This design comes from an exercise in tuning for small area on the open sky130 flow, not from production work.
At most, simulation tests tie the RTL to the original design; equivalence was not proved.
Only the layout flow was run in run 2; the RTL was not checked for function there.
Power figures rest on the tool's default switching activity, not on a simulated workload.

**config.mk**
```make
export PLATFORM = sky130hd
export DESIGN_NAME = fpc_codec
export DESIGN_NICKNAME = fpc_codec
export VERILOG_FILES = /design/flow/design.v
export SDC_FILE = /design/flow/constraint.sdc
export NUM_CORES = 4
export LEC_CHECK = 0
export CAP_MARGIN = 20
export CORE_MARGIN = 2
export CORE_UTILIZATION = 40
export SLEW_MARGIN = 20
```
**run.sh**
```bash
#!/bin/bash
# synth_recipe.tcl (not shown) runs the flow's synth.tcl, then flattens the netlist and writes it again
# the make line also repeats each setting of config.mk as NAME=value (left out here)
make -C /OpenROAD-flow-scripts/flow DESIGN_CONFIG=/design/flow/config.mk WORK_HOME=/design/flow/orfs CLKGATE_MAP_FILE= SYNTH_SCRIPT=/design/flow/synth_recipe.tcl finish
```
**constraint.sdc**
```tcl
create_clock -name core_clock -period 8.0 [get_ports {clk}]
set_input_delay 1.6000 -clock core_clock [delete_from_list [all_inputs] [get_ports {clk}]]
set_output_delay 1.6000 -clock core_clock [all_outputs]
set_load 0.01 [all_outputs]
```
**design.v**
```verilog
module fpc_codec (
    input  wire        clk,
    input  wire        rst,
    input  wire        req_valid,
    output wire        req_ready,
    input  wire        req_we,
    input  wire        req_space,
    input  wire [8:0]  req_addr,
    input  wire [31:0] req_wdata,
    output reg         resp_valid,
    output reg  [31:0] resp_rdata
);
    localparam integer N = 130;
    localparam [3:0] E_NONE = 4'd0, E_SHORT = 4'd2, E_CSUM = 4'd3,
                     E_ILLEGAL = 4'd6, E_RANGE = 4'd7;
    reg  [8*N-1:0] ring;
    reg  [7:0]     pos;
    reg  [7:0]     head_new;
    wire [7:0] head = ring[7:0];
    wire [7:0] tapa = ring[8*26 +: 8];
    wire [7:0] tapb = ring[8*104 +: 8];
    always @(posedge clk)
        ring <= {head_new, ring[8*N-1:8]};
    always @(posedge clk)
        if (rst)               pos <= 8'd123;
        else if (pos == N - 1) pos <= 8'd0;
        else                   pos <= pos + 8'd1;
    reg [4:0] s_reg;      
    reg [1:0] s_b;        
    reg       s_first, s_last;
    always @(*) begin
        s_reg = 5'd31;  s_b = 2'd0;  s_first = 1'b0;  s_last = 1'b0;
        case (pos)
            8'd86:  begin s_reg = 5'd9;  s_b = 2'd0; s_first = 1'b1; end
            8'd87:  begin s_reg = 5'd9;  s_b = 2'd1; s_last = 1'b1; end
            8'd88:  begin s_reg = 5'd6;  s_b = 2'd0; s_first = 1'b1; end
            8'd89:  begin s_reg = 5'd6;  s_b = 2'd1; end
            8'd90:  begin s_reg = 5'd6;  s_b = 2'd2; end
            8'd91:  begin s_reg = 5'd6;  s_b = 2'd3; s_last = 1'b1; end
            8'd92:  begin s_reg = 5'd4;  s_b = 2'd0; s_first = 1'b1; end
            8'd93:  begin s_reg = 5'd4;  s_b = 2'd1; end
            8'd94:  begin s_reg = 5'd4;  s_b = 2'd2; s_last = 1'b1; end
            8'd95:  begin s_reg = 5'd11; s_b = 2'd0; s_first = 1'b1; end
            8'd96:  begin s_reg = 5'd11; s_b = 2'd1; end
            8'd97:  begin s_reg = 5'd11; s_b = 2'd2; end
            8'd98:  begin s_reg = 5'd11; s_b = 2'd3; s_last = 1'b1; end
            8'd99:  begin s_reg = 5'd12; s_b = 2'd0; s_first = 1'b1; end
            8'd100: begin s_reg = 5'd12; s_b = 2'd1; end
            8'd101: begin s_reg = 5'd12; s_b = 2'd2; end
            8'd102: begin s_reg = 5'd12; s_b = 2'd3; s_last = 1'b1; end
            8'd103: begin s_reg = 5'd5;  s_b = 2'd0; s_first = 1'b1; s_last = 1'b1; end
            8'd104: begin s_reg = 5'd0;  s_b = 2'd0; s_first = 1'b1; end
            8'd105: begin s_reg = 5'd0;  s_b = 2'd1; end
            8'd106: begin s_reg = 5'd0;  s_b = 2'd2; end
            8'd107: begin s_reg = 5'd0;  s_b = 2'd3; s_last = 1'b1; end
            8'd108: begin s_reg = 5'd1;  s_b = 2'd0; s_first = 1'b1; end
            8'd109: begin s_reg = 5'd1;  s_b = 2'd1; end
            8'd110: begin s_reg = 5'd1;  s_b = 2'd2; end
            8'd111: begin s_reg = 5'd1;  s_b = 2'd3; s_last = 1'b1; end
            8'd112: begin s_reg = 5'd2;  s_b = 2'd0; s_first = 1'b1; end
            8'd113: begin s_reg = 5'd2;  s_b = 2'd1; s_last = 1'b1; end
            8'd114: begin s_reg = 5'd3;  s_b = 2'd0; s_first = 1'b1; end
            8'd115: begin s_reg = 5'd3;  s_b = 2'd1; s_last = 1'b1; end
            8'd116: begin s_reg = 5'd8;  s_b = 2'd0; s_first = 1'b1; end
            8'd117: begin s_reg = 5'd8;  s_b = 2'd1; s_last = 1'b1; end
            8'd118: begin s_reg = 5'd13; s_b = 2'd2; s_first = 1'b1; end
            8'd119: begin s_reg = 5'd13; s_b = 2'd1; end
            8'd120: begin s_reg = 5'd13; s_b = 2'd0; s_last = 1'b1; end
            8'd121: begin s_reg = 5'd7;  s_b = 2'd0; s_first = 1'b1; end
            8'd122: begin s_reg = 5'd7;  s_b = 2'd1; s_last = 1'b1; end
            8'd123: begin s_reg = 5'd10; s_b = 2'd0; s_first = 1'b1; end
            8'd124: begin s_reg = 5'd10; s_b = 2'd1; end
            8'd125: begin s_reg = 5'd10; s_b = 2'd2; s_last = 1'b1; end
            8'd126: begin s_reg = 5'd18; s_b = 2'd0; s_first = 1'b1; end
            8'd127: begin s_reg = 5'd18; s_b = 2'd1; end
            8'd128: begin s_reg = 5'd18; s_b = 2'd2; end
            8'd129: begin s_reg = 5'd18; s_b = 2'd3; s_last = 1'b1; end
            default: ;
        endcase
    end
    wire s_isreg = (pos >= 8'd86);
    wire s_wbuf  = (pos < 8'd86);
    reg [7:0] rst_byte;
    always @(*)
        case (pos)
            8'd104:  rst_byte = 8'hA5;
            8'd105:  rst_byte = 8'h5A;
            8'd106:  rst_byte = 8'hC3;
            8'd107:  rst_byte = 8'h3C;
            default: rst_byte = 8'h00;
        endcase
    reg        init;       
    reg        run;        
    reg [3:0]  st_err;
    reg        st_crcok;
    reg        sk2, sk3, sk6, sk7;
    reg [15:0] crc;
    reg [7:0]  n_lo;
    reg        n_hinz;
    reg        okf, c1, cy;
    wire       pend   = req_valid && !init;
    wire       rspace = !req_space && (req_addr[8:5] == 4'd0);
    wire [4:0] rno    = req_addr[4:0];
    wire       wb_in  = req_space && (req_addr < 9'd86);
    wire       ring_reg = rspace && (rno <= 5'd13 || rno == 5'd18);
    wire       is_cmd = rspace && req_we && (rno == 5'd16);
    wire [31:0] w      = req_wdata;
    wire        fmt_ok = (w[31:8] == 24'd0);
    wire [7:0]  op     = w[7:0];
    wire o_srst   = fmt_ok && op == 8'h02;
    wire o_calc   = fmt_ok && op == 8'h10;
    wire o_stamp  = fmt_ok && op == 8'h11;
    wire o_check  = fmt_ok && op == 8'h12;
    wire o_ser    = fmt_ok && op == 8'h20;
    wire o_des    = fmt_ok && op == 8'h21;
    wire o_pack   = fmt_ok && op == 8'h24;
    wire o_unpack = fmt_ok && op == 8'h25;
    wire o_i2w    = fmt_ok && op == 8'h30;
    wire o_w2i    = fmt_ok && op == 8'h31;
    wire o_nop    = fmt_ok && op == 8'h00;
    wire o_clr    = fmt_ok && op == 8'h01;
    wire o_ring   = o_srst | o_calc | o_stamp | o_check | o_ser | o_des |
                    o_pack | o_unpack | o_i2w | o_w2i;
    wire cmd_ring = pend && is_cmd && o_ring;
    wire hit_wb  = pend && wb_in && (pos == {1'b0, req_addr[6:0]}) && (req_addr[8:7] == 2'd0);
    wire hit_reg = pend && ring_reg && s_isreg && (s_reg == rno);
    wire win    = run ? (pend && is_cmd) || init : (pos == 8'd123) && (cmd_ring || init);
    wire w_end  = win && (pos == 8'd122);
    wire x_srst = init || o_srst;
    wire x_calc = !init && o_calc, x_stamp = !init && o_stamp, x_check = !init && o_check;
    wire x_ser  = !init && o_ser,  x_des = !init && o_des;
    wire x_pack = !init && o_pack, x_unpack = !init && o_unpack;
    wire x_i2w  = !init && o_i2w,  x_w2i = !init && o_w2i;
    reg rdy;
    always @(*) begin
        rdy = 1'b0;
        if (!init) begin
            if (req_space)
                rdy = wb_in ? hit_wb : 1'b1;
            else if (ring_reg)
                rdy = req_we ? (hit_reg && s_last && (run || s_first))
                             : (hit_reg && s_first);
            else if (is_cmd && o_ring)
                rdy = w_end;
            else
                rdy = 1'b1;
        end
    end
    assign req_ready = rdy;
    wire acc = req_valid && rdy;
    always @(posedge clk)
        if (rst || acc || w_end)
            run <= 1'b0;
        else if (win || (pend && ring_reg && req_we && hit_reg && s_first))
            run <= 1'b1;
    wire big   = n_hinz || (n_lo > 8'd86);
    wire n_small = !n_hinz && (n_lo < 8'd2);
    wire rng   = big || n_small;
    wire eq14  = !n_hinz && (n_lo == 8'd14);
    wire [7:0] nm1 = n_lo - 8'd1;
    wire [7:0] nm2 = n_lo - 8'd2;
    wire [7:0] lim = x_calc ? n_lo : nm2;
    reg [15:0] crc_next;
    integer k;
    always @(*) begin
        crc_next = crc ^ {8'd0, head_new};
        for (k = 0; k < 8; k = k + 1)
            crc_next = crc_next[0] ? ((crc_next >> 1) ^ 16'hA001) : (crc_next >> 1);
    end
    wire stamp_on = x_ser || (x_stamp && !rng);
    wire csum_on  = (x_calc && !big) || (x_stamp && !rng) || x_ser || (x_check && !rng && okf);
    wire des_on   = x_des && eq14 && okf;
    wire       add_lo = (x_i2w && pos == 8'd112) || (x_w2i && pos == 8'd86);
    wire [7:0] ax     = x_i2w ? tapb : tapa;
    wire [7:0] axs    = ax ^ {8{x_w2i}};
    wire       acin   = add_lo ? !c1 : cy;
    wire [8:0] asum   = {1'b0, axs} + {8'd0, acin};
    wire [7:0] ares   = asum[7:0] ^ {8{x_w2i}};
    always @(*) begin
        head_new = head;
        if (hit_wb && req_we)
            head_new = req_wdata[7:0];
        else if (hit_reg && req_we)
            head_new = req_wdata[8*s_b +: 8];
        else if (win) begin
            if (x_srst && s_isreg)
                head_new = rst_byte;
            else if (x_ser && pos < 8'd12)
                head_new = tapb;
            else if (x_ser && pos == 8'd126)
                head_new = 8'd14;
            else if (x_ser && pos >= 8'd127)
                head_new = 8'd0;
            else if (stamp_on && s_wbuf && pos == nm2)
                head_new = crc[7:0];
            else if (stamp_on && s_wbuf && pos == nm1)
                head_new = crc[15:8];
            else if (csum_on && pos == 8'd116)
                head_new = crc[7:0];
            else if (csum_on && pos == 8'd117)
                head_new = crc[15:8];
            else if (des_on && pos >= 8'd104 && pos <= 8'd117)
                head_new = tapa;
            else if (x_pack && pos >= 8'd118 && pos <= 8'd120)
                head_new = tapb;
            else if (x_unpack && pos >= 8'd92 && pos <= 8'd94)
                head_new = tapa;
            else if ((x_i2w && (pos == 8'd112 || pos == 8'd113)) ||
                     (x_w2i && (pos == 8'd86 || pos == 8'd87)))
                head_new = ares;
        end
    end
    always @(posedge clk) begin
        cy <= asum[8];
        if (pos == 8'd123)      c1 <= (head == 8'd1);
        else if (pos == 8'd124 || pos == 8'd125) c1 <= c1 && (head == 8'd0);
        if (pos == 8'd126) begin
            n_lo <= head_new;  n_hinz <= 1'b0;
        end else if (pos >= 8'd127)
            n_hinz <= n_hinz || (head_new != 8'd0);
        if (pos == 8'd129)
            crc <= 16'd0;
        else if (s_wbuf && pos < lim)
            crc <= crc_next;
        if (pos == nm2)
            okf <= (crc[7:0] == head);
        else if (pos == nm1)
            okf <= okf && (crc[15:8] == head);
    end
    wire imm_cmd = acc && is_cmd && !o_ring;
    always @(posedge clk) begin
        if (rst) begin
            init <= 1'b1;
            st_err <= E_NONE;  st_crcok <= 1'b0;
            sk2 <= 1'b0;  sk3 <= 1'b0;  sk6 <= 1'b0;  sk7 <= 1'b0;
        end else if (w_end) begin
            init <= 1'b0;
            if (x_srst) begin
                st_err <= E_NONE;  st_crcok <= 1'b0;
                sk2 <= 1'b0;  sk3 <= 1'b0;  sk6 <= 1'b0;  sk7 <= 1'b0;
            end else if ((x_calc && big) || ((x_stamp || x_check) && rng)) begin
                st_err <= E_RANGE;  sk7 <= 1'b1;
                if (x_check) st_crcok <= 1'b0;
            end else if (x_des && !eq14) begin
                st_err <= E_SHORT;  sk2 <= 1'b1;  st_crcok <= 1'b0;
            end else if ((x_check || x_des) && !okf) begin
                st_err <= E_CSUM;  sk3 <= 1'b1;  st_crcok <= 1'b0;
            end else begin
                st_err <= E_NONE;
                if (x_check || x_des) st_crcok <= 1'b1;
            end
        end else if (imm_cmd) begin
            if (o_nop) st_err <= E_NONE;
            else if (o_clr) begin
                st_err <= E_NONE;
                sk2 <= 1'b0;  sk3 <= 1'b0;  sk6 <= 1'b0;  sk7 <= 1'b0;
            end else begin
                st_err <= E_ILLEGAL;  sk6 <= 1'b1;
            end
        end
    end
    reg       l_space, l_oob;
    reg [4:0] l_rno;
    always @(posedge clk) begin
        if (rst)
            resp_valid <= 1'b0;
        else
            resp_valid <= acc && !req_we;
        if (acc && !req_we) begin
            l_space <= req_space;
            l_oob   <= req_space ? !wb_in : !rspace;
            l_rno   <= rno;
        end
    end
    wire [7:0]  t0 = ring[8*129 +: 8];
    wire [7:0]  t1 = ring[7:0];
    wire [7:0]  t2 = ring[15:8];
    wire [7:0]  t3 = ring[23:16];
    wire [31:0] stat = {16'd0, sk7, sk6, 2'b00, sk3, sk2, 2'b00, 3'b000, st_crcok, st_err};
    always @(*) begin
        resp_rdata = 32'd0;
        if (l_oob)
            resp_rdata = 32'd0;
        else if (l_space)
            resp_rdata = {24'd0, t0};
        else
            case (l_rno)
                5'd0, 5'd1, 5'd6, 5'd11, 5'd12, 5'd18:
                       resp_rdata = {t3, t2, t1, t0};
                5'd4, 5'd10:
                       resp_rdata = {8'd0, t2, t1, t0};
                5'd13: resp_rdata = {8'd0, t0, t1, t2};
                5'd2, 5'd3, 5'd7, 5'd8, 5'd9:
                       resp_rdata = {16'd0, t1, t0};
                5'd5:  resp_rdata = {24'd0, t0};
                5'd17: resp_rdata = stat;
                5'd24: resp_rdata = 32'h46504301;        
                5'd25: resp_rdata = 32'd64;              
                5'd28: resp_rdata = 32'h3CC35AA5;        
                5'd29: resp_rdata = 32'h00008005;        
                5'd30: resp_rdata = 32'h00030000;        
                default: resp_rdata = 32'd0;
            endcase
    end
endmodule
```
==> impl_metrics.toml, run 1 <==
[timing]
fin_crit_sh_pct = 91.8
maxSlewViolCount = 0
layout_min_cycle_time_ns = 7.35
finalClockSkew_ns = 0.0732
hold_viol = 0
tightestPinTransition_ns = 1.06
tns_ns = 0
fmax_ghz = 0.136
rsz0062_at_grt = "false"
setup_violations = 0
slew_headroom_pct = 29.0

[critical_path]
crit_type = "reg2out"
crit-reg2reg-launch = "pos[0]"
max_stage_delay_ns = 0.62
cp.required_ns = 6.40
end_kind = "output port"
cp_slowest_cell = "clkdlybuf4s50_1"
endpoint = "req_ready"
r2r.worst_path.cells = 18
worstPathMaxFanout = 11
start_kind = "register"
reg2reg_to = "crc[0]"
cp_cell_sequence = "inv_1 > ha_1 > buf_4 > nor3_1 > o221ai_1 > a2111o_1 > nor4_2 > mux2i_1 > nand4_1 > nor2_1 > nand3_1 > a21oi_1 > clkdlybuf4s50_1"
critPathLaunch = "pos[0]"
arrival_ns = 5.75
r2r_slack_ns = 1.26

[synthesis]
syn_area_um2 = 29100
synth_edf_count = 17
synth.yosys.seq_area_share_pct = 75.8
ys_types = 104
yosys_warnings = 1
avgSynthCellArea_um2 = 13.1
netlist.area_leader.share_pct = 74.0
ys.flop_type = "dfxtp_1"
synth_seq_cells = 1094
netlist_instances = 2216
yosys-top-cells-area = "dfxtp_1 (74%), edfxtp_1 (1.8%), nand2_1 (1.6%)"
yosysTopAreaCell = "dfxtp_1"
ys_async_sr_fraction_pct = 0

[routing]
dr_total_vias = 16700
viasPerCell = 4.94
drt_iter0_markers = 1404
drt-total-wl_mm = 69.0
first_pass_iters = 5
final_antenna_net_count = 0
wl_per_cell_um = 20.4
drc = 0

[worst_hold_path]
hold_class = "reg2reg"
min_from = "ring[1027]"

[layout]
regArea_um2 = 22100
mostFrequentLayoutCells = "dfxtp_1 (1075), nand2_1 (125), nor2_1 (102), clkbuf_16 (97), a21oi_1 (93)"
largest_reg_flops = 1040
drive_gt1_share_pct = 10.5
multi_input_area_um2 = 6610
stdcell_count = 3386
syn2layout_area_growth_pct = 18.3
final_common_cell = "dfxtp_1"
diodes = 0
nFillCells = 6204
nets = 2421

[power_and_ir_drop]
p_sw_share_pct = 24.1
netSwitchingPower_mw = 2.80
power_density_nw_per_um2 = 338
pwr-share-clk_pct = 40.0
seqPwrFrac_pct = 51.0
ir_drop_mv = 0.305
leakage_nw = 13.2
p_comb_share_pct = 9.0
cellInternalPower_mw = 8.83

[die]
dieWidth_um = 274
die_area_um2 = 75000
core_area_um2 = 71700
num_rows = 98
ioPinCount = 80
die-height_um = 274
initial_core_util_pct = 40.6

[clock_tree]
clk_pin_slew_ns = 0.07
insertion_delay_ns = 0.67
cts_buffer_depth = 3
cts_tree = "built"
postCtsSetupBuffers = 0
ctsResizeCount = 0
clock-sinks = 1094
cts_buffers = 97
h-tree-depth = 3
ctsHoldBuffers = 0
clockRootBuffer = "clkbuf_16"

[global_route]
grt_max_degree = 44
overflow = 0
grt_use_total_pct = 18.5
grt_pass1_wl_mm = 103
antenna_found_initial = 2
first_global_vias = 16200

[placed_design]
hpwlAfterDp_mm = 48.8
port_buffers = 79
gp_congestion = 0.946
dp_cells = 3207

[status]
outcome = "no timing/DRC/antenna violations"

[run]
maxCapViolCount = 0
-- cell type report --
cell class	count	area share [%]
clock buffer	139	8.11
clock inverter	40	1.60
inverter	29	0.316
multi-input combinational	1010	19.2
sequential	1094	64.1
tap	950	3.45
timing repair buffer	124	3.28
-- power by group through the flow --
| stage | sequential, mW | combinational [mW] | clock, mW |
|---|---|---|---|
| floorplan | 5.91 | 0.770 | 0 |
| global placement | 6.05 | 1.03 | 0 |
| detailed placement | 6.05 | 1.03 | 0 |
| CTS | 5.94 | 1.04 | 4.79 |
| global route | 5.96 | 1.12 | 5.01 |
| finish | 5.93 | 1.05 | 4.65 |
-- worst min-delay path by stage --
| stage | slack [ns] | depth (start not counted) | to |
|---|---|---|---|
| final | 0.25 | 0 | ring[1019] |
| after floorplan | 0.31 | 0 | ring[1000] |
| after CTS | 0.25 | 0 | ring[1019] |
| after global routing | 0.26 | 0 | ring[1019] |
| after global placement | 0.31 | 0 | ring[157] |
| after detailed placement | 0.31 | 0 | ring[399] |
-- critical path, delay by kind of cell (launching register included) --
kind            cells  cell delay (ns)
mux                 1             0.27
simple gates        5             1.40
compound gates      3             1.08
flops               1             0.51
fa+ha+maj           1             0.57
buf+inv             3             1.25
-- synthesized netlist by cell type, types with 8 or more instances --
cell type and number:
a211o_1 10, nor4b_1 8, buf_2 18, xor2_1 21
inv_1 28, o211ai_1 9, or3_1 9, a22oi_1 11
nand2b_1 23, dfxtp_1 1077, and3_1 17, a31oi_1 17
or2_2 8, nor3b_1 9, nor2b_1 16, and2_1 11
nor2_1 102, or4_1 12, o21a_1 12, nor3_1 46
clkbuf_1 54, a211oi_1 13, nand4_1 23, buf_1 8
and4_1 9, a21oi_1 93, o21ai_0 56, nand3_1 47
nand2_1 125, xnor2_1 43, nor4_1 27, mux2i_1 28
nand3b_1 15, o31ai_1 15, edfxtp_1 17, ha_1 19
-- through the flow --
stage / total power, mW / instance area [um^2] / utilization [%] / setup WS, ns / hold slack, ns
2_1_floorplan: 6.68 / 29100 / - / 1.59 / 0.310
5_1_grt: 12.1 / 34500 / 48.0 / 0.496 / 0.257
3_3_place_gp: 7.08 / 31100 / 43.4 / 0.359 / 0.310
6_report: 11.6 / 34500 / 48.0 / 0.654 / 0.253
3_5_place_dp: 7.08 / 31100 / 43.4 / 0.365 / 0.312
4_1_cts: 11.8 / 34400 / 48.0 / 0.731 / 0.253
-- kinds of logic after synthesis --
logic type | after synthesis | synth area share [%]
xor gates and xnor gates | 71 | 2.37
DFF | 1094 | 75.8
and+or+nand+nor | 550 | 10.3
buffers and inverters | 112 | 1.56
AOI/OAI and AO/OA | 335 | 7.91
adders and majority gates | 19 | 0.816
muxes | 35 | 1.23
-- layer usage --
metal | global-route usage [%] | vias up | routed length (um)
li1 | - | 7937 | -
met3 | 3.63 | 107 | 4590
met2 | 26.5 | 565 | 28300
met1 | 27.9 | 8121 | 34500
met4 | 5.61 | 2 | 1550
met5 | 0 | - | 12
==> run 2, diff against run 1 <==
--- a/design.v
+++ b/design.v
@@ -260,6 +260,7 @@
         end
     end
-    reg       l_space, l_oob;
-    reg [4:0] l_rno;
+    reg [3:0] l_en;       
+    reg       l_rev;      
+    reg       l_stat, l_ver, l_fdmax, l_magic, l_crc0, l_crc1;
     always @(posedge clk) begin
         if (rst)
@@ -267,9 +268,25 @@
         else
             resp_valid <= acc && !req_we;
-        if (acc && !req_we) begin
-            l_space <= req_space;
-            l_oob   <= req_space ? !wb_in : !rspace;
-            l_rno   <= rno;
-        end
+        l_en  <= 4'd0;
+        l_rev <= 1'b0;
+        l_stat <= 1'b0;  l_ver <= 1'b0;  l_fdmax <= 1'b0;
+        l_magic <= 1'b0; l_crc0 <= 1'b0; l_crc1 <= 1'b0;
+        if (req_space)
+            l_en <= {3'd0, wb_in};
+        else if (rspace)
+            case (rno)
+                5'd0, 5'd1, 5'd6, 5'd11, 5'd12, 5'd18: l_en <= 4'b1111;
+                5'd4, 5'd10:                           l_en <= 4'b0111;
+                5'd13: begin                           l_en <= 4'b0111; l_rev <= 1'b1; end
+                5'd2, 5'd3, 5'd7, 5'd8, 5'd9:          l_en <= 4'b0011;
+                5'd5:                                  l_en <= 4'b0001;
+                5'd17: l_stat  <= 1'b1;
+                5'd24: l_ver   <= 1'b1;
+                5'd25: l_fdmax <= 1'b1;
+                5'd28: l_magic <= 1'b1;
+                5'd29: l_crc0  <= 1'b1;
+                5'd30: l_crc1  <= 1'b1;
+                default: ;
+            endcase
     end
     wire [7:0]  t0 = ring[8*129 +: 8];
@@ -278,28 +295,13 @@
     wire [7:0]  t3 = ring[23:16];
     wire [31:0] stat = {16'd0, sk7, sk6, 2'b00, sk3, sk2, 2'b00, 3'b000, st_crcok, st_err};
-    always @(*) begin
-        resp_rdata = 32'd0;
-        if (l_oob)
-            resp_rdata = 32'd0;
-        else if (l_space)
-            resp_rdata = {24'd0, t0};
-        else
-            case (l_rno)
-                5'd0, 5'd1, 5'd6, 5'd11, 5'd12, 5'd18:
-                       resp_rdata = {t3, t2, t1, t0};
-                5'd4, 5'd10:
-                       resp_rdata = {8'd0, t2, t1, t0};
-                5'd13: resp_rdata = {8'd0, t0, t1, t2};
-                5'd2, 5'd3, 5'd7, 5'd8, 5'd9:
-                       resp_rdata = {16'd0, t1, t0};
-                5'd5:  resp_rdata = {24'd0, t0};
-                5'd17: resp_rdata = stat;
-                5'd24: resp_rdata = 32'h46504301;        
-                5'd25: resp_rdata = 32'd64;              
-                5'd28: resp_rdata = 32'h3CC35AA5;        
-                5'd29: resp_rdata = 32'h00008005;        
-                5'd30: resp_rdata = 32'h00030000;        
-                default: resp_rdata = 32'd0;
-            endcase
-    end
+    wire [7:0]  b0 = l_rev ? t2 : t0;
+    wire [7:0]  b2 = l_rev ? t0 : t2;
+    always @(*)
+        resp_rdata = ({t3, b2, t1, b0} & {{8{l_en[3]}}, {8{l_en[2]}}, {8{l_en[1]}}, {8{l_en[0]}}})
+                   | (stat & {32{l_stat}})
+                   | (32'h46504301 & {32{l_ver}})
+                   | (32'd64 & {32{l_fdmax}})
+                   | (32'h3CC35AA5 & {32{l_magic}})
+                   | (32'h00008005 & {32{l_crc0}})
+                   | (32'h00030000 & {32{l_crc1}});
 endmodule
--- a/config.mk
+++ b/config.mk
@@ -9,3 +9,4 @@
 export CORE_MARGIN = 2
 export CORE_UTILIZATION = 40
+export CTS_BUF_LIST = sky130_fd_sc_hd__clkbuf_4
 export SLEW_MARGIN = 20
==> impl_metrics.toml, run 2 <==
[status]
outcome = "no timing/DRC/antenna violations"

[synthesis]
netlist.area_leader.share_pct = 75.8
netlist_instances = 2130
synth_edf_count = 10
synthTopCellsByCount = "dfxtp_1 (1088), nor2_1 (112), nand2_1 (71), a21oi_1 (67), clkbuf_1 (63)"
ys_types = 87
yosysTopAreaCell = "dfxtp_1"
ys_async_sr_fraction_pct = 0
yosysMostFrequentCell = "dfxtp_1"
synth_seq_cells = 1098
yosys_warnings = 1
synth.yosys.seq_area_share_pct = 76.9
yosys-top-cells-area = "dfxtp_1 (76%), mux2i_1 (2.0%), xnor2_1 (1.6%)"
ys.flop_type = "dfxtp_1"
syn_area_um2 = 28700
avgSynthCellArea_um2 = 13.5

[placed_design]
port_buffers = 79
gp_congestion = 0.920
hpwlAfterDp_mm = 43.6
dp_cells = 3154

[clock_tree]
ctsResizeCount = 0
insertion_delay_ns = 1.00
ctsHoldBuffers = 0
clockRootBuffer = "clkbuf_4"
cts_tree = "built"
clock-sinks = 1098
postCtsSetupBuffers = 0
cts_buffers = 276
clk_pin_slew_ns = 0.07
cts_buffer_depth = 4
h-tree-depth = 5

[layout]
syn2layout_area_growth_pct = 18.9
drive_gt1_share_pct = 19.8
mostFrequentLayoutCells = "dfxtp_1 (1087), clkbuf_4 (384), nor2_1 (112), buf_4 (82), clkdlybuf4s50_1 (79)"
stdcell_count = 3596
nFillCells = 6340
final_common_cell = "dfxtp_1"
nets = 2547
largest_reg_flops = 1040

[critical_path]
r2r.worst_path.cells = 15
cp.depth = 12
endpoint = "req_ready"
r2r_slack_ns = 1.88
arrival_ns = 5.81
max_stage_delay_ns = 0.84
worstPathMaxFanout = 18
crit-reg2reg-launch = "pos[1]"
reg2reg_to = "crc[15]"
critPathLaunch = "pos[1]"
cp_slowest_cell = "ha_1"
crit_type = "reg2out"
cp_cell_sequence = "ha_1 > nor3_1 > a2111oi_2 > a21oi_1 > and2_1 > a2111oi_0 > xor2_1 > o211a_1 > a21oi_1 > a211oi_1 > buf_4 > clkdlybuf4s50_1"
crit_buf_inv = 2
worst_path_most_repeated_cell = "a21oi_1"
cp.required_ns = 6.40
critPathTopFamily = "compound AO/OA/AOI/OAI gates"
start_kind = "register"
end_kind = "output port"

[global_route]
overflow = 0
grt_max_degree = 38
first_global_vias = 17700
antenna_found_initial = 5
grt_pass1_wl_mm = 101
grt_use_total_pct = 17.9

[die]
core_area_um2 = 71200
initial_core_util_pct = 40.3
die_area_um2 = 74000
dieWidth_um = 272
num_rows = 98
ioPinCount = 80
die-height_um = 272

[routing]
drc = 0
viasPerCell = 4.71
dr_total_vias = 16900
final_antenna_net_count = 0
drt_iter0_markers = 1048
wl_per_cell_um = 18.1
drt-total-wl_mm = 65.3
first_pass_iters = 5

[power_and_ir_drop]
pwr-share-clk_pct = 36.5
netSwitchingPower_mw = 2.83
power_density_nw_per_um2 = 338
seqPwrFrac_pct = 54.0
p_comb_share_pct = 9.5
leakage_nw = 13.7
cellInternalPower_mw = 8.71
p_sw_share_pct = 24.5
ir_drop_mv = 0.152

[timing]
slew_headroom_pct = 29.6
tightestPinTransition_ns = 1.05
setup_violations = 0
hold_viol = 0
fmax_ghz = 0.135
layout_min_cycle_time_ns = 7.41
fin_crit_sh_pct = 92.7
rsz0062_at_grt = "false"
maxSlewViolCount = 0
tns_ns = 0
finalClockSkew_ns = 0.0762

[worst_hold_path]
hold_class = "reg2reg"

[run]
maxCapViolCount = 0
## run 2: cell types whose count changed in the layout (fill, tap and decap cells not counted), moves of 10 or more
cell / delta
a21oi_1: -26
clkbuf_4: +384
mux2i_1: +28
clkbuf_8: -21
nand2_1: -54
buf_4: +37
clkbuf_1: -21
dfxtp_1: +12
clkbuf_16: -97
clkinv_1: +38
nor2_1: +10
nand3_1: -12
## run 2: layout make-up
class / instances / area, um^2 / share of cell area, %
Timing Repair Buffer: 161 / 1410 / 4.12
Clock inverter: 55 / 273 / 0.799
Antenna cell: 3 / 7.51 / 0.0220
Inverter: 28 / 105 / 0.308
Tap cell: 950 / 1190 / 3.48
Sequential cell: 1098 / 22100 / 64.7
Multi-Input combinational cell: 917 / 6190 / 18.1
Clock buffer: 384 / 2880 / 8.44
## run 2: how the worst min path moves through the flow
stage                 endpoint  depth (start not counted)       start  slack (ns)
finish               ring[113]                          0   ring[121]        0.26
global route         ring[985]                          0   ring[993]        0.26
CTS                  ring[113]                          0   ring[121]        0.26
detailed placement  ring[1022]                          0  ring[1030]        0.31
global placement     ring[137]                          0   ring[145]        0.31
floorplan           ring[1000]                          0  ring[1008]        0.31
## run 2: per-layer routing
layer  vias to the layer above  global-route usage [%]  wire, um
met5                         -                       0         0
met4                         0                    8.66      2140
met3                       137                    5.40      3880
met2                       580                    27.8     29500
met1                      8076                    22.8     29700
li1                       8150                       -         -
## run 2: stage by stage
| step | hold slack [ns] | instance area (um^2) | util (%) | setup WS (ns) | power [mW] |
|---|---|---|---|---|---|
| after floorplan | 0.310 | 28700 | - | 1.48 | 6.95 |
| after global placement | 0.310 | 31000 | 43.5 | 0.387 | 7.42 |
| after detailed placement | 0.312 | 31000 | 43.5 | 0.362 | 7.42 |
| after CTS | 0.256 | 34100 | 47.9 | 0.247 | 11.7 |
| after global routing | 0.261 | 34100 | 47.9 | 0.149 | 12.2 |
| final | 0.264 | 34100 | 47.9 | 0.585 | 11.5 |
## run 2: power groups by stage
| stage | combinational (mW) | clock [mW] | sequential, mW |
|---|---|---|---|
| after CTS | 1.09 | 4.42 | 6.24 |
| after detailed placement | 1.08 | 0 | 6.34 |
| after global placement | 1.08 | 0 | 6.35 |
| final | 1.10 | 4.22 | 6.23 |
| after global routing | 1.18 | 4.72 | 6.28 |
| after floorplan | 0.776 | 0 | 6.17 |
## run 2: kinds of logic after synthesis
logic type	count (synthesis)	share of synthesized area, %
fa+ha+maj	19	0.828
buf+inv	115	1.61
flops	1098	76.9
compound gates	297	7.25
mux	62	2.19
xor+xnor	81	2.62
simple gates	458	8.61
==> run 3, diff against run 2 <==
--- a/design.v
+++ b/design.v
@@ -171,44 +171,31 @@
     wire csum_on  = (x_calc && !big) || (x_stamp && !rng) || x_ser || (x_check && !rng && okf);
     wire des_on   = x_des && eq14 && okf;
-    wire       add_lo = (x_i2w && pos == 8'd112) || (x_w2i && pos == 8'd86);
-    wire [7:0] ax     = x_i2w ? tapb : tapa;
+    wire       use_a  = x_des || x_unpack || x_w2i;
+    wire       seq    = x_i2w || x_w2i;
+    wire [7:0] ax     = use_a ? tapa : tapb;
     wire [7:0] axs    = ax ^ {8{x_w2i}};
-    wire       acin   = add_lo ? !c1 : cy;
+    wire       acin   = seq && (s_first ? !c1 : cy);
     wire [8:0] asum   = {1'b0, axs} + {8'd0, acin};
     wire [7:0] ares   = asum[7:0] ^ {8{x_w2i}};
-    always @(*) begin
-        head_new = head;
-        if (hit_wb && req_we)
-            head_new = req_wdata[7:0];
-        else if (hit_reg && req_we)
-            head_new = req_wdata[8*s_b +: 8];
-        else if (win) begin
-            if (x_srst && s_isreg)
-                head_new = rst_byte;
-            else if (x_ser && pos < 8'd12)
-                head_new = tapb;
-            else if (x_ser && pos == 8'd126)
-                head_new = 8'd14;
-            else if (x_ser && pos >= 8'd127)
-                head_new = 8'd0;
-            else if (stamp_on && s_wbuf && pos == nm2)
-                head_new = crc[7:0];
-            else if (stamp_on && s_wbuf && pos == nm1)
-                head_new = crc[15:8];
-            else if (csum_on && pos == 8'd116)
-                head_new = crc[7:0];
-            else if (csum_on && pos == 8'd117)
-                head_new = crc[15:8];
-            else if (des_on && pos >= 8'd104 && pos <= 8'd117)
-                head_new = tapa;
-            else if (x_pack && pos >= 8'd118 && pos <= 8'd120)
-                head_new = tapb;
-            else if (x_unpack && pos >= 8'd92 && pos <= 8'd94)
-                head_new = tapa;
-            else if ((x_i2w && (pos == 8'd112 || pos == 8'd113)) ||
-                     (x_w2i && (pos == 8'd86 || pos == 8'd87)))
-                head_new = ares;
-        end
-    end
+    wire is_csum = (s_reg == 5'd8);
+    wire c_w     = (hit_wb || hit_reg) && req_we;
+    wire c_tap   = win && ((x_ser && pos < 8'd12) ||
+                           (des_on && (s_reg[4:2] == 3'd0 || is_csum)) ||
+                           (x_pack && s_reg == 5'd13) ||
+                           (x_unpack && s_reg == 5'd4) ||
+                           (x_i2w && s_reg == 5'd2) ||
+                           (x_w2i && s_reg == 5'd9));
+    wire st_lo   = stamp_on && s_wbuf && pos == nm2;
+    wire st_hi   = stamp_on && s_wbuf && pos == nm1;
+    wire c_crc   = win && (st_lo || st_hi || (csum_on && is_csum));
+    wire crc_hi  = st_hi || (!st_lo && s_b[0]);
+    wire c_const = win && ((x_srst && s_isreg) || (x_ser && s_reg == 5'd18));
+    wire [7:0] cbyte = x_srst ? rst_byte : {4'd0, s_first, s_first, s_first, 1'b0};
+    wire [7:0] wbyte = req_space ? req_wdata[7:0] : req_wdata[8*s_b +: 8];
+    wire [7:0] crcb  = crc_hi ? crc[15:8] : crc[7:0];
+    wire c_keep  = !(c_w || c_tap || c_crc || c_const);
+    always @(*)
+        head_new = ({8{c_keep}} & head) | ({8{c_w}} & wbyte) | ({8{c_tap}} & ares) |
+                   ({8{c_crc}} & crcb) | ({8{c_const}} & cbyte);
     always @(posedge clk) begin
         cy <= asum[8];
--- a/config.mk
+++ b/config.mk
@@ -9,4 +9,4 @@
 export CORE_MARGIN = 2
 export CORE_UTILIZATION = 40
-export CTS_BUF_LIST = sky130_fd_sc_hd__clkbuf_4
+export GPL_TIMING_DRIVEN = 0
 export SLEW_MARGIN = 20
==> impl_metrics.toml, run 3 <==
[synthesis]
ys_types = 94
ys.flop_type = "dfxtp_1"
synth_edf_count = 10
synth.yosys.seq_area_share_pct = 79.7
ys_async_sr_fraction_pct = 0
synth_seq_cells = 1098
netlist.area_leader.share_pct = 78.6
yosysMostFrequentCell = "dfxtp_1"
netlist_instances = 1952
yosysTopAreaCell = "dfxtp_1"
avgSynthCellArea_um2 = 14.2
yosys_warnings = 1
syn_area_um2 = 27700
synthTopCellsByCount = "dfxtp_1 (1088), nor2_1 (83), nand2_1 (71), a21oi_1 (55), o21ai_0 (45)"
yosys-top-cells-area = "dfxtp_1 (79%), mux2i_1 (1.5%), xnor2_1 (1.4%)"

[critical_path]
worst_path_most_repeated_cell = "clkbuf_1"
crit_type = "reg2out"
critPathTopFamily = "compound AO/OA/AOI/OAI gates"
cp_slowest_cell = "clkdlybuf4s50_1"
crit_buf_inv = 4
crit-reg2reg-launch = "pos[1]"
start_kind = "register"
max_stage_delay_ns = 0.57
cp_cell_sequence = "clkbuf_1 > inv_1 > ha_1 > clkbuf_1 > nor3_2 > o21ai_1 > a21oi_2 > o31ai_2 > a211o_1 > a311o_1 > nor3_1 > o311a_1 > o221a_2 > clkdlybuf4s50_1"
critPathLaunch = "pos[1]"
end_kind = "output port"
arrival_ns = 5.62
cp.required_ns = 6.40
worstPathMaxFanout = 8

[layout]
syn2layout_area_growth_pct = 18.8
final_core_util_pct = 48.0
drive_gt1_share_pct = 9.71
final_area_um2 = 32900
nets = 2193
largest_reg_flops = 1040
mostFrequentLayoutCells = "dfxtp_1 (1088), clkbuf_16 (96), nor2_1 (83), clkdlybuf4s50_1 (77), nand2_1 (71)"
stdcell_count = 3140
final_common_cell = "dfxtp_1"

[global_route]
overflow = 0
antenna_found_initial = 2
grt_pass1_wl_mm = 85.2
grt_use_total_pct = 15.7
first_global_vias = 14400
grt_max_degree = 17

[routing]
viasPerCell = 4.59
final_antenna_net_count = 0
drc = 0
wl_per_cell_um = 17.8
dr_total_vias = 14400
drt_iter0_markers = 902
drt-total-wl_mm = 55.9
first_pass_iters = 5

[die]
die_area_um2 = 71400
die-height_um = 267
ioPinCount = 80
dieWidth_um = 267
core_area_um2 = 68600
initial_core_util_pct = 40.4
num_rows = 96

[timing]
finalClockSkew_ns = 0.0383
layout_min_cycle_time_ns = 7.22
fin_crit_sh_pct = 90.3
hold_ws_ns = 0.292
slew_headroom_pct = 32.5
rsz0062_at_grt = "false"
tightestPinTransition_ns = 1.01
fmax_ghz = 0.138
setup_violations = 0
maxSlewViolCount = 0
hold_viol = 0
timing.final.ws_setup_ns = 0.779
tns_ns = 0

[clock_tree]
postCtsSetupBuffers = 0
ctsHoldBuffers = 0
cts_buffer_depth = 3
cts_buffers = 96
clk_pin_slew_ns = 0.06
ctsResizeCount = 0
cts_tree = "built"
clock-sinks = 1098
insertion_delay_ns = 0.65
clockRootBuffer = "clkbuf_16"
h-tree-depth = 3

[power_and_ir_drop]
fin_total_pwr_mw = 11.2
power_density_nw_per_um2 = 342
leakage_nw = 12.8
ir_drop_mv = 0.214

[placed_design]
pre_cts_slack_ns = 0.751
gp_congestion = 0.911
hpwlAfterDp_mm = 37.9
dp_cells = 2961
postPlaceCellArea_um2 = 29700
port_buffers = 77

[worst_hold_path]
hold_class = "reg2reg"
min_from = "ring[33]"

[status]
outcome = "no timing/DRC/antenna violations"

[run]
maxCapViolCount = 0
run 3: power breakdown:
group	internal, mW	total [mW]	switching [mW]
Sequential	5.60	5.72	0.118
Combinational	0.401	0.951	0.550
Clock	2.64	4.57	1.93
Total	8.64	11.2	2.60
run 3: final timing paths:
kind	end	slack [ns]	depth (start not counted)
max reg2reg	crc[0]	0.94	20
max	req_ready	0.78	14
min	ring[25]	0.29	0
min reg2reg	ring[25]	0.29	0
run 3: layout make-up:
class                   instances  area, um^2
fillers                      5927       35700
flip-flops and latches       1098       22100
multi-input cells             772        5290
clock buffers                 136        2730
well taps                     931        1160
repair buffers                 78         782
clock inverters                39         495
plain buffers                  56         253
inverters                      26        97.6
diodes                          4        10.0
run 3: logic make-up (layout without fill, tap and decap cells):
| logic type | after synthesis | in the layout | share of synthesized area [%] |
|---|---|---|---|
| muxes | 49 | 49 | 1.81 |
| AOI/OAI and AO/OA | 267 | 267 | 6.82 |
| other | 0 | 4 | 0 |
| and+or+nand+nor | 360 | 360 | 6.96 |
| DFF | 1098 | 1098 | 79.7 |
| xor gates and xnor gates | 77 | 77 | 2.59 |
| adders and majority gates | 19 | 19 | 0.858 |
| buffers and inverters | 82 | 335 | 1.26 |
run 3: routing by layer:
layer / share of wire, % / wire length, um / track usage (%)
met2: 45 / 24900 / 24.4
met3: 5.5 / 3070 / 3.26
met5: 0 / 0 / 0
met4: 2.8 / 1540 / 6.09
met1: 47 / 26300 / 21.5
==> run 4, diff against run 3 <==
--- a/config.mk
+++ b/config.mk
@@ -9,4 +9,6 @@
 export CORE_MARGIN = 2
 export CORE_UTILIZATION = 40
+export CTS_CLUSTER_DIAMETER = 80
+export CTS_CLUSTER_SIZE = 30
 export GPL_TIMING_DRIVEN = 0
 export SLEW_MARGIN = 20
==> impl_metrics.toml, run 4 <==
[timing]
layout_min_cycle_time_ns = 7.23
hold_viol = 0
timing.final.ws_setup_ns = 0.765
fin_crit_sh_pct = 90.4
hold_ws_ns = 0.310
rsz0062_at_grt = "false"
finalClockSkew_ns = 0.0277
maxSlewViolCount = 0
setup_violations = 0
slew_headroom_pct = 30.6
fmax_ghz = 0.138
tns_ns = 0
tightestPinTransition_ns = 1.04

[critical_path]
worst_path_most_repeated_cell = "clkbuf_1"
crit_type = "reg2out"
worstPathMaxFanout = 8
cp.required_ns = 6.40
max_stage_delay_ns = 0.57
critPathTopFamily = "compound AO/OA/AOI/OAI gates"
end_kind = "output port"
crit_buf_inv = 4
start_kind = "register"
cp_cell_sequence = "clkbuf_1 > inv_1 > ha_1 > clkbuf_1 > nor3_2 > o21ai_1 > a21oi_2 > o31ai_2 > a211o_1 > a311o_1 > nor3_1 > o311a_1 > o221a_2 > clkdlybuf4s50_1"
cp_slowest_cell = "clkdlybuf4s50_1"
arrival_ns = 5.63

[layout]
final_core_util_pct = 45.3
nets = 2143
syn2layout_area_growth_pct = 12.1
drive_gt1_share_pct = 5.65
final_area_um2 = 31100
final_common_cell = "dfxtp_1"
stdcell_count = 3022
mostFrequentLayoutCells = "dfxtp_1 (1088), nor2_1 (83), clkdlybuf4s50_1 (77), nand2_1 (71), a21oi_1 (55)"
largest_reg_flops = 1040

[placed_design]
gp_congestion = 0.911
postPlaceCellArea_um2 = 29700
hpwlAfterDp_mm = 37.9
pre_cts_slack_ns = 0.751
port_buffers = 77
dp_cells = 2961

[synthesis]
netlist_instances = 1952
ys_types = 94
syn_area_um2 = 27700
netlist.area_leader.share_pct = 78.6
yosysTopAreaCell = "dfxtp_1"
synth_edf_count = 10
ys_async_sr_fraction_pct = 0
synth.yosys.seq_area_share_pct = 79.7
yosysMostFrequentCell = "dfxtp_1"
avgSynthCellArea_um2 = 14.2
synthTopCellsByCount = "dfxtp_1 (1088), nor2_1 (83), nand2_1 (71), a21oi_1 (55), o21ai_0 (45)"
yosys-top-cells-area = "dfxtp_1 (79%), mux2i_1 (1.5%), xnor2_1 (1.4%)"
ys.flop_type = "dfxtp_1"
synth_seq_cells = 1098
yosys_warnings = 1

[worst_hold_path]
hold_class = "reg2reg"

[clock_tree]
ctsHoldBuffers = 0
ctsResizeCount = 0
cts_buffers = 46
clk_pin_slew_ns = 0.10
h-tree-depth = 2
cts_tree = "built"
postCtsSetupBuffers = 0
cts_buffer_depth = 3
clock-sinks = 1098
insertion_delay_ns = 0.62
clockRootBuffer = "clkbuf_16"

[status]
outcome = "no timing/DRC/antenna violations"

[global_route]
overflow = 0
grt_max_degree = 31
grt_use_total_pct = 15.1
first_global_vias = 13800
antenna_found_initial = 2
grt_pass1_wl_mm = 82.4

[power_and_ir_drop]
leakage_nw = 11.9
power_density_nw_per_um2 = 302
fin_total_pwr_mw = 9.40
ir_drop_mv = 0.189

[die]
ioPinCount = 80
dieWidth_um = 267
die-height_um = 267
core_area_um2 = 68600
initial_core_util_pct = 40.4
num_rows = 96
die_area_um2 = 71400

[routing]
final_antenna_net_count = 0
drc = 0
viasPerCell = 4.65
first_pass_iters = 6
wl_per_cell_um = 18.0
drt-total-wl_mm = 54.3
drt_iter0_markers = 1101
dr_total_vias = 14000

[run]
maxCapViolCount = 0
==> run 4: cell counts after synthesis <==
Identical to the previous run, type by type.
==> run 4: power by group <==
group	leakage, nW	internal, mW	switching, mW
registers	8.87	5.60	0.118
logic	2.36	0.401	0.552
clock network	0.672	1.14	1.59
total	11.9	7.14	2.25
==> run 4: path summary, 6_finish.rpt <==
| check | from | end | slack [ns] | cells past startpoint |
|---|---|---|---|---|
| worst max-delay path | pos[1] | req_ready | 0.77 | 14 |
| worst min-delay path | ring[468] | ring[460] | 0.31 | 0 |
| worst min register to register | ring[468] | ring[460] | 0.31 | 0 |
| worst max register to register | pos[1] | crc[0] | 0.99 | 20 |
==> run 4: logic make-up after synthesis <==
logic type / Yosys count / synth area share, %
multiplexers: 49 / 1.81
flip-flops: 1098 / 79.7
buffers and inverters: 82 / 1.26
AO/OA/AOI/OAI: 267 / 6.82
XOR/XNOR: 77 / 2.59
AND/OR/NAND/NOR: 360 / 6.96
adder cells (fa/ha/maj): 19 / 0.858
==> run 4: layout make-up <==
type	count	area, um^2
flip-flops and latches	1098	22100
multi-input cells	772	5290
diodes	3	7.51
clock buffers	48	1180
well taps	931	1160
clock inverters	10	215
fillers	6069	37500
repair buffers	78	782
inverters	26	97.6
plain buffers	56	253
==> run 4: worst reg2reg max path, cell delays in order, from the launching register on <==
cell      delay [ns]
dfxtp_1         0.39
clkbuf_1        0.30
inv_1           0.19
ha_1            0.16
clkbuf_1        0.35
clkbuf_1        0.57
and3_1          0.26
clkbuf_1        0.50
a21oi_1         0.17
o211ai_1        0.51
buf_2           0.45
nor2b_1         0.38
a22oi_1         0.17
o21ai_0         0.50
a221o_1         0.30
a21o_1          0.33
xor2_1          0.29
xnor2_1         0.22
xnor3_2         0.45
xnor3_1         0.34
a21oi_1         0.14
==> run 4: routing by layer <==
| layer | wire length (um) | global-route usage (%) | up-vias |
|---|---|---|---|
| met1 | 26300 | 21.3 | 6794 |
| met5 | 0 | 0 | - |
| met4 | 1410 | 4.83 | 0 |
| met2 | 24100 | 23.8 | 325 |
| met3 | 2480 | 2.45 | 88 |
| li1 | - | - | 6838 |
==> run 5, diff against run 4 <==
==> flow/run.sh (new file) <==
#!/bin/bash
# Standard layout with two changes: the port buffers are the smallest buffer
# cell, and clock tree synthesis adds no dummy loads.
set -o pipefail
export BUFFER_PORTS_ARGS="-buffer_cell sky130_fd_sc_hd__buf_1"
export CTS_ARGS="-sink_clustering_enable -repair_clock_nets -dont_use_dummy_load -sink_clustering_size 20 -sink_clustering_max_diameter 50 -buf_list sky130_fd_sc_hd__clkbuf_8"
bash standard.sh > standard.log 2>&1
status=$?
exit $status
==> standard.sh (new file) <==
#!/bin/bash
# synth_recipe.tcl (not shown) runs the flow's synth.tcl, then flattens the netlist and writes it again
# the make line also repeats each setting of config.mk as NAME=value (left out here)
make -C /OpenROAD-flow-scripts/flow DESIGN_CONFIG=/design/flow/config.mk WORK_HOME=/design/flow/orfs CLKGATE_MAP_FILE= SYNTH_SCRIPT=/design/flow/synth_recipe.tcl "${@:-finish}"
--- a/config.mk
+++ b/config.mk
@@ -9,6 +9,4 @@
 export CORE_MARGIN = 2
 export CORE_UTILIZATION = 40
-export CTS_CLUSTER_DIAMETER = 80
-export CTS_CLUSTER_SIZE = 30
 export GPL_TIMING_DRIVEN = 0
 export SLEW_MARGIN = 20
removed: run.sh
==> impl_metrics.toml, run 5 <==
[status]
outcome = "no timing/DRC/antenna violations"

[clock_tree]
clockRootBuffer = "clkbuf_8"
insertion_delay_ns = 0.70
ctsHoldBuffers = 0
cts_buffer_depth = 3
clk_pin_slew_ns = 0.10
clock-sinks = 1098
cts_buffers = 81
postCtsSetupBuffers = 0
h-tree-depth = 3
ctsResizeCount = 0
cts_tree = "built"

[synthesis]
yosysMostFrequentCell = "dfxtp_1"
synth_edf_count = 10
yosysTopAreaCell = "dfxtp_1"
synth_seq_cells = 1098
syn_area_um2 = 27700
ys_async_sr_fraction_pct = 0
yosys-top-cells-area = "dfxtp_1 (79%), mux2i_1 (1.5%), xnor2_1 (1.4%)"
netlist.area_leader.share_pct = 78.6
netlist_instances = 1952
ys.flop_type = "dfxtp_1"
synth.yosys.seq_area_share_pct = 79.7
yosys_warnings = 1
avgSynthCellArea_um2 = 14.2
synthTopCellsByCount = "dfxtp_1 (1088), nor2_1 (83), nand2_1 (71), a21oi_1 (55), o21ai_0 (45)"
ys_types = 94

[timing]
setup_violations = 0
fin_crit_sh_pct = 85.2
timing.final.ws_setup_ns = 1.19
layout_min_cycle_time_ns = 6.81
maxSlewViolCount = 0
tns_ns = 0
fmax_ghz = 0.147
hold_viol = 0
finalClockSkew_ns = 0.124
hold_ws_ns = 0.238
rsz0062_at_grt = "false"
slew_headroom_pct = 31.3
tightestPinTransition_ns = 1.03

[placed_design]
hpwlAfterDp_mm = 36.9
postPlaceCellArea_um2 = 29200
port_buffers = 77
gp_congestion = 0.920
pre_cts_slack_ns = 1.30

[worst_hold_path]
whs_path_depth = 0
whs_endpoint = "ring[902]"
min_from = "ring[910]"
hold_class = "reg2reg"

[routing]
dr_total_vias = 14100
first_pass_iters = 5
drt-total-wl_mm = 52.8
drc = 0
final_antenna_net_count = 0
wl_per_cell_um = 17.4
viasPerCell = 4.64
drt_iter0_markers = 909

[power_and_ir_drop]
fin_total_pwr_mw = 9.05
power_density_nw_per_um2 = 299
leakage_nw = 11.6
ir_drop_mv = 0.170

[global_route]
antenna_found_initial = 2
overflow = 0
first_global_vias = 13900
grt_pass1_wl_mm = 80.9
grt_use_total_pct = 14.9
met1_usage_pct = 21.1
grt_max_degree = 21
use_met3_pct = 3.03
top_usage_layer = "met2"
grtUsageMet2_pct = 22.3

[die]
die-height_um = 267
dieWidth_um = 267
initial_core_util_pct = 40.4
core_area_um2 = 68600
ioPinCount = 80
num_rows = 96
die_area_um2 = 71400

[layout]
final_common_cell = "dfxtp_1"
final_area_um2 = 30300
nets = 2179
drive_gt1_share_pct = 6.77
syn2layout_area_growth_pct = 9.37
mostFrequentLayoutCells = "dfxtp_1 (1088), nor2_1 (83), clkbuf_8 (81), buf_1 (79), nand2_1 (71)"
largest_reg_flops = 1040

[critical_path]
worstPathMaxFanout = 10
start_kind = "register"
r2r.worst_path.cells = 20
arrival_ns = 7.42
crit-reg2reg-launch = "pos[1]"
reg2reg_to = "crc[0]"
cp.required_ns = 8.61
end_kind = "register"
crit_type = "reg2reg"
r2r_slack_ns = 1.19

[run]
maxCapViolCount = 0
## run 5: metal layers
| metal | part of all wire, % | up-vias |
|---|---|---|
| met1 | 49 | 6818 |
| met2 | 42 | 343 |
| met5 | 0 | - |
| met4 | 3.6 | 0 |
| met3 | 4.7 | 107 |
| li1 | - | 6871 |
## run 5: critical path, stage by stage, from the launching register on
cell and delay, ns:
dfxtp_1 0.39, clkbuf_1 0.33, inv_1 0.19, ha_1 0.16, clkbuf_1 0.35, clkbuf_1 0.53, and3_1 0.25, clkbuf_1 0.51
a21oi_1 0.15, o211ai_1 0.52, buf_2 0.44, mux2_1 0.35, a22oi_1 0.26, o21ai_0 0.26, a221o_1 0.46, a21o_1 0.24
xor2_1 0.37, xor2_1 0.20, xnor3_2 0.32, xnor3_1 0.35, a21oi_1 0.13
## run 5: report_power, final
| group | switching [mW] | leakage, nW | internal, mW |
|---|---|---|---|
| sequential | 0.121 | 8.87 | 5.60 |
| combinational | 0.552 | 2.18 | 0.386 |
| clock | 1.49 | 0.582 | 0.906 |
## run 5: how the worst max path moves through the flow
stage	startpoint	end	slack, ns	cells past startpoint
floorplan	req_wdata[1]	crc[0]	2.46	16
global placement	req_wdata[21]	crc[7]	1.21	19
CTS	pos[1]	req_ready	1.22	14
detailed placement	pos[1]	crc[0]	1.30	20
finish	pos[1]	crc[0]	1.19	20
global route	pos[1]	crc[0]	0.92	20
## run 5: logic make-up after synthesis
group | count (synthesis) | synth area share [%]
flops | 1098 | 79.7
mux | 49 | 1.81
compound gates | 267 | 6.82
fa+ha+maj | 19 | 0.858
buf+inv | 82 | 1.26
xor+xnor | 77 | 2.59
simple gates | 360 | 6.96
## run 5: layout make-up
| cell class | instances | area (um^2) |
|---|---|---|
| Fill cell | 6197 | 38300 |
| Tap cell | 931 | 1160 |
| Clock buffer | 81 | 1110 |
| Buffer | 56 | 253 |
| Timing Repair Buffer | 79 | 302 |
| Inverter | 26 | 97.6 |
| Antenna cell | 2 | 5.00 |
| Multi-Input combinational cell | 772 | 5290 |
| Sequential cell | 1098 | 22100 |
## run 5: through the flow
step,cells,util (%)
detailed placement,2961,42.5
CTS,3042,44.2
global placement,2960,42.5
finish,3045,44.2
floorplan,1952,-
global route,3044,44.2
==> run 6, diff against run 5 <==
==> flow/run.sh (replaced) <==
#!/bin/bash
# Standard layout with two changes: the port buffers are the smallest buffer
# cell, and clock tree synthesis adds no dummy loads.
set -o pipefail
export REMOVE_ABC_BUFFERS=1
export BUFFER_PORTS_ARGS="-buffer_cell sky130_fd_sc_hd__buf_1"
export CTS_ARGS="-sink_clustering_enable -repair_clock_nets -dont_use_dummy_load -sink_clustering_size 30 -sink_clustering_max_diameter 80"
bash standard.sh > standard.log 2>&1
status=$?
exit $status
==> impl_metrics.toml, run 6 <==
[status]
outcome = "no timing/DRC/antenna violations"

[power_and_ir_drop]
p_sw_share_pct = 23.0
seqPwrFrac_pct = 63.0
power_density_nw_per_um2 = 302
ir_drop_mv = 0.169
p_comb_share_pct = 9.6
pwr-share-clk_pct = 27.4
leakage_nw = 11.5
netSwitchingPower_mw = 2.09
cellInternalPower_mw = 7.01
fin_total_pwr_mw = 9.10

[global_route]
grt_pass1_wl_mm = 77.0
grt_max_degree = 37
first_global_vias = 13500
grt_use_total_pct = 13.8
antenna_found_initial = 3
overflow = 0

[synthesis]
syn_area_um2 = 27700
yosys_warnings = 1
netlist.area_leader.share_pct = 78.6
netlist_instances = 1952
yosys-top-cells-area = "dfxtp_1 (79%), mux2i_1 (1.5%), xnor2_1 (1.4%)"
avgSynthCellArea_um2 = 14.2
synthTopCellsByCount = "dfxtp_1 (1088), nor2_1 (83), nand2_1 (71), a21oi_1 (55), o21ai_0 (45)"
yosysMostFrequentCell = "dfxtp_1"
synth_edf_count = 10
synth.yosys.seq_area_share_pct = 79.7
ys_types = 94
ys_async_sr_fraction_pct = 0
synth_seq_cells = 1098
ys.flop_type = "dfxtp_1"
yosysTopAreaCell = "dfxtp_1"

[placed_design]
port_buffers = 79
hpwlAfterDp_mm = 33.1
postPlaceCellArea_um2 = 29000
gp_congestion = 0.929

[clock_tree]
h-tree-depth = 2
ctsResizeCount = 0
cts_tree = "built"
clockRootBuffer = "clkbuf_16"
cts_buffer_depth = 3
clk_pin_slew_ns = 0.10
postCtsSetupBuffers = 0
clock-sinks = 1098
ctsHoldBuffers = 0
cts_buffers = 46
insertion_delay_ns = 0.61

[worst_hold_path]
hold_class = "reg2reg"

[timing]
slew_headroom_pct = 31.2
fin_crit_sh_pct = 82.7
fmax_ghz = 0.151
finalClockSkew_ns = 0.0974
setup_violations = 0
hold_viol = 0
layout_min_cycle_time_ns = 6.62
tightestPinTransition_ns = 1.03
rsz0062_at_grt = "false"
maxSlewViolCount = 0

[routing]
drc = 0
routed.top_layer = "met4"
drt-total-wl_mm = 49.5
wl_met3_mm = 2.38
wl_per_cell_um = 16.7
first_pass_iters = 6
dr_total_vias = 13900
drt_iter0_markers = 1021
final_antenna_net_count = 0
viasPerCell = 4.68
met1_length_mm = 24.0
routed-wl-met2_mm = 21.8

[layout]
diodes = 0
largest_reg_flops = 1040
final_area_um2 = 30200
nets = 2093
mostFrequentLayoutCells = "dfxtp_1 (1084), nor2_1 (83), buf_1 (79), nand2_1 (71), a21oi_1 (55)"
final_common_cell = "dfxtp_1"
final_core_util_pct = 44.0
syn2layout_area_growth_pct = 8.83
drive_gt1_share_pct = 4.74
nFillCells = 6224

[critical_path]
max_stage_delay_ns = 0.71
crit_buf_inv = 1
worst_path_most_repeated_cell = "a21oi_1"
crit_type = "in2reg"
worstPathMaxFanout = 11
arrival_ns = 7.16
cp.required_ns = 8.54
cp_slowest_cell = "nor3_1"
start_kind = "primary input"
critPathTopFamily = "simple AND/OR/NAND/NOR gates"
end_kind = "register"
cp_cell_sequence = "buf_1 > nor4b_2 > nand4_1 > nor3_1 > a21oi_1 > a21oi_1 > ha_1 > ha_1 > nand4_1 > xor2_1 > a221o_1 > a21o_1 > xor2_1 > xnor2_1 > xnor3_2 > xnor3_1 > a21oi_1"

[die]
die-height_um = 267
dieWidth_um = 267
num_rows = 96
core_area_um2 = 68600
die_area_um2 = 71400
initial_core_util_pct = 40.4
ioPinCount = 80

[run]
maxCapViolCount = 0
[run 6: worst reg2reg max path: cells and delay by family (launching register included)]
family | cells | cell delay [ns]
and+or+nand+nor | 3 | 1.69
xor gates and xnor gates | 4 | 1.33
adders and majority gates | 1 | 0.52
buffers and inverters | 1 | 0.18
AOI/OAI and AO/OA | 6 | 2.00
DFF | 1 | 0.71
[run 6: per-layer routing]
layer / GRT usage, % / vias up
met1: 19.7 / 6711
met5: 0 / -
met4: 4.71 / 0
met2: 21.6 / 343
li1: - / 6709
met3: 1.90 / 87
[run 6: per-stage QoR]
stage          worst slack [ns]  hold WS, ns  TNS [ns]  instances
3_5_place_dp               1.07        0.312         0       2911
2_1_floorplan              1.79        0.310         0       1896
5_1_grt                    1.10        0.286         0       2957
4_1_cts                    1.43        0.284         0       2957
6_report                   1.38        0.282         0       2957
3_3_place_gp            -0.0717        0.310    -0.415       2906
[run 6: kinds of logic after synthesis]
kind of cell	after synthesis	synth area share (%)
XOR/XNOR	77	2.59
AND/OR/NAND/NOR	360	6.96
flip-flops	1098	79.7
adder cells (fa/ha/maj)	19	0.858
AO/OA/AOI/OAI	267	6.82
buffers and inverters	82	1.26
multiplexers	49	1.81
[run 6: area by class of cell]
cell class                      instances  area [um^2]  share of cell area [%]
Clock buffer                           46         1150                    3.82
Inverter                               26         97.6                   0.324
Multi-Input combinational cell        772         5290                    17.5
Sequential cell                      1098        22100                    73.2
Tap cell                              931         1160                    3.86
Timing Repair Buffer                   84          367                    1.22
[run 6: power groups by stage]
| stage | logic (mW) | registers, mW | clock network [mW] |
|---|---|---|---|
| global route | 0.952 | 5.76 | 2.79 |
| detailed placement | 0.857 | 5.86 | 0 |
| floorplan | 0.631 | 5.81 | 0 |
| finish | 0.873 | 5.74 | 2.49 |
| global placement | 0.824 | 5.88 | 0 |
| CTS | 0.867 | 5.74 | 2.60 |
[run 6: worst paths after layout]
| check | from | slack, ns | depth (start not counted) | endpoint |
|---|---|---|---|---|
| min | ring[1007] | 0.28 | 0 | ring[999] |
| min reg2reg | ring[1007] | 0.28 | 0 | ring[999] |
| max reg2reg | pos[1] | 1.59 | 15 | crc[0] |
| max | req_wdata[5] | 1.38 | 17 | crc[0] |
==> run 7, diff against run 6 <==
--- a/flow/run.sh
+++ b/flow/run.sh
@@ -3,5 +3,4 @@
 # cell, and clock tree synthesis adds no dummy loads.
 set -o pipefail
-export REMOVE_ABC_BUFFERS=1
 export BUFFER_PORTS_ARGS="-buffer_cell sky130_fd_sc_hd__buf_1"
 export CTS_ARGS="-sink_clustering_enable -repair_clock_nets -dont_use_dummy_load -sink_clustering_size 30 -sink_clustering_max_diameter 80"
==> impl_metrics.toml, run 7 <==
[clock_tree]
ctsResizeCount = 0
cts_tree = "built"
ctsHoldBuffers = 0
insertion_delay_ns = 0.61
clk_pin_slew_ns = 0.10
h-tree-depth = 2
clockRootBuffer = "clkbuf_16"
clock-sinks = 1098
cts_buffer_depth = 3
postCtsSetupBuffers = 0
cts_buffers = 46

[routing]
wl_per_cell_um = 17.5
viasPerCell = 4.62
drt_iter0_markers = 973
drc = 0
dr_total_vias = 13900
first_pass_iters = 6
drt-total-wl_mm = 52.6
final_antenna_net_count = 0

[synthesis]
synthTopCellsByCount = "dfxtp_1 (1088), nor2_1 (83), nand2_1 (71), a21oi_1 (55), o21ai_0 (45)"
synth.yosys.seq_area_share_pct = 79.7
ys_async_sr_fraction_pct = 0
avgSynthCellArea_um2 = 14.2
synth_seq_cells = 1098
syn_area_um2 = 27700
netlist_instances = 1952
netlist.area_leader.share_pct = 78.6
ys.flop_type = "dfxtp_1"
ys_types = 94
yosys-top-cells-area = "dfxtp_1 (79%), mux2i_1 (1.5%), xnor2_1 (1.4%)"
yosysTopAreaCell = "dfxtp_1"
yosys_warnings = 1
yosysMostFrequentCell = "dfxtp_1"
synth_edf_count = 10

[timing]
fmax_ghz = 0.147
slew_headroom_pct = 34.7
maxSlewViolCount = 0
layout_min_cycle_time_ns = 6.82
tns_ns = 0
fin_crit_sh_pct = 85.2
setup_violations = 0
rsz0062_at_grt = "false"
hold_viol = 0
hold_ws_ns = 0.294
timing.final.ws_setup_ns = 1.18
finalClockSkew_ns = 0.0910
tightestPinTransition_ns = 0.973

[critical_path]
critPathLaunch = "pos[1]"
r2r.worst_path.cells = 20
r2r_slack_ns = 1.18
crit-reg2reg-launch = "pos[1]"
crit_type = "reg2reg"
endpoint = "crc[0]"
reg2reg_to = "crc[0]"
cp_slowest_cell = "clkbuf_1"
worst_path_most_repeated_cell = "clkbuf_1"
cp_cell_sequence = "clkbuf_1 > inv_1 > ha_1 > clkbuf_1 > clkbuf_1 > and3_1 > clkbuf_1 > a21oi_1 > o211ai_1 > buf_2 > mux2_1 > a22oi_1 > o21ai_0 > a221o_1 > a21o_1 > xor2_1 > xor2_1 > xnor3_2 > xnor3_1 > a21oi_1"
end_kind = "register"
start_kind = "register"
cp.required_ns = 8.55
max_stage_delay_ns = 0.56
worstPathMaxFanout = 10
arrival_ns = 7.37

[layout]
nets = 2144
drive_gt1_share_pct = 5.20
nFillCells = 6178
stdcell_count = 3010
syn2layout_area_growth_pct = 9.50
largest_reg_flops = 1040
final_common_cell = "dfxtp_1"
mostFrequentLayoutCells = "dfxtp_1 (1088), nor2_1 (83), buf_1 (79), nand2_1 (71), a21oi_1 (55)"

[placed_design]
dp_cells = 2961
gp_congestion = 0.920
port_buffers = 77
hpwlAfterDp_mm = 36.9
pre_cts_slack_ns = 1.30

[global_route]
grt_max_degree = 31
overflow = 0
first_global_vias = 13600
grt_use_total_pct = 14.6
grt_pass1_wl_mm = 79.6
antenna_found_initial = 2

[power_and_ir_drop]
power_density_nw_per_um2 = 302
leakage_nw = 11.6
ir_drop_mv = 0.215

[worst_hold_path]
hold_class = "reg2reg"
min_from = "ring[397]"

[die]
core_area_um2 = 68600
dieWidth_um = 267
die_area_um2 = 71400
initial_core_util_pct = 40.4
ioPinCount = 80
num_rows = 96
die-height_um = 267

[status]
outcome = "no timing/DRC/antenna violations"

[run]
maxCapViolCount = 0
==> run 7: cell types whose count changed in the layout (fill, tap and decap cells not counted), moves of 4 or more <==
cell and change:
dfxtp_2 -4, clkbuf_1 +36, dfxtp_1 +4, buf_2 +14
==> run 7: logic make-up (layout without fill, tap and decap cells) <==
family	Yosys count	count (layout)	share of synthesized area [%]
fa+ha+maj	19	19	0.858
flops	1098	1098	79.7
other cells	0	2	0
compound gates	267	267	6.82
mux	49	49	1.81
buf+inv	82	207	1.26
simple gates	360	360	6.96
xor+xnor	77	77	2.59
==> run 7: through the flow <==
| step | instance area [um^2] | utilization [%] | total power [mW] |
|---|---|---|---|
| after global placement | 29200 | 42.5 | 6.77 |
| after CTS | 30300 | 44.2 | 9.27 |
| final | 30300 | 44.2 | 9.16 |
| after floorplan | 27700 | - | 6.46 |
| after global routing | 30300 | 44.2 | 9.56 |
| after detailed placement | 29200 | 42.5 | 6.78 |
==> run 7: how the worst min path moves through the flow <==
stage / slack [ns] / to / cells after the start
global route: 0.29 / ring[937] / 0
detailed placement: 0.31 / ring[1023] / 0
global placement: 0.31 / ring[910] / 0
floorplan: 0.31 / ring[1000] / 0
finish: 0.29 / ring[389] / 0
CTS: 0.28 / ring[216] / 0
==> run 7: power by group <==
group          total [mW]  switching (mW)  leakage [nW]  internal [mW]
Clock                2.50            1.47         0.567           1.03
Sequential           5.72           0.121          8.87           5.60
Combinational       0.938           0.553          2.18          0.386
Total                9.16            2.14          11.6           7.02
==> run 7: critical path: cells and delay by family, from the launching register on <==
| kind | cells | cell delay [ns] |
|---|---|---|
| adders and majority gates | 1 | 0.16 |
| buffers and inverters | 6 | 2.41 |
| and+or+nand+nor | 1 | 0.25 |
| DFF | 1 | 0.39 |
| xor gates and xnor gates | 4 | 1.24 |
| muxes | 1 | 0.36 |
| AOI/OAI and AO/OA | 7 | 2.00 |
==> run 7: layer usage <==
metal,GRT usage [%],routed length (um)
met1,20.7,25800
met3,2.91,2820
met4,6.26,2060
met2,21.8,21900
met5,0,0
==> run 7: layout make-up <==
type,instances,area (um^2),share of cell area (%)
inverters,26,97.6,0.322
clock buffers,46,1150,3.79
multi-input cells,772,5290,17.4
plain buffers,56,253,0.833
diodes,2,5.00,0.0165
well taps,931,1160,3.84
flip-flops and latches,1098,22100,72.8
repair buffers,79,302,0.994

Check on run 7: ideal ports give 1.181 ns setup slack; a clkbuf_16 on the clock port and buf_2 on the inputs give 1.181 ns; moving port delays by the midpoint clock arrival (0.625 ns) as well gives 1.181 ns.
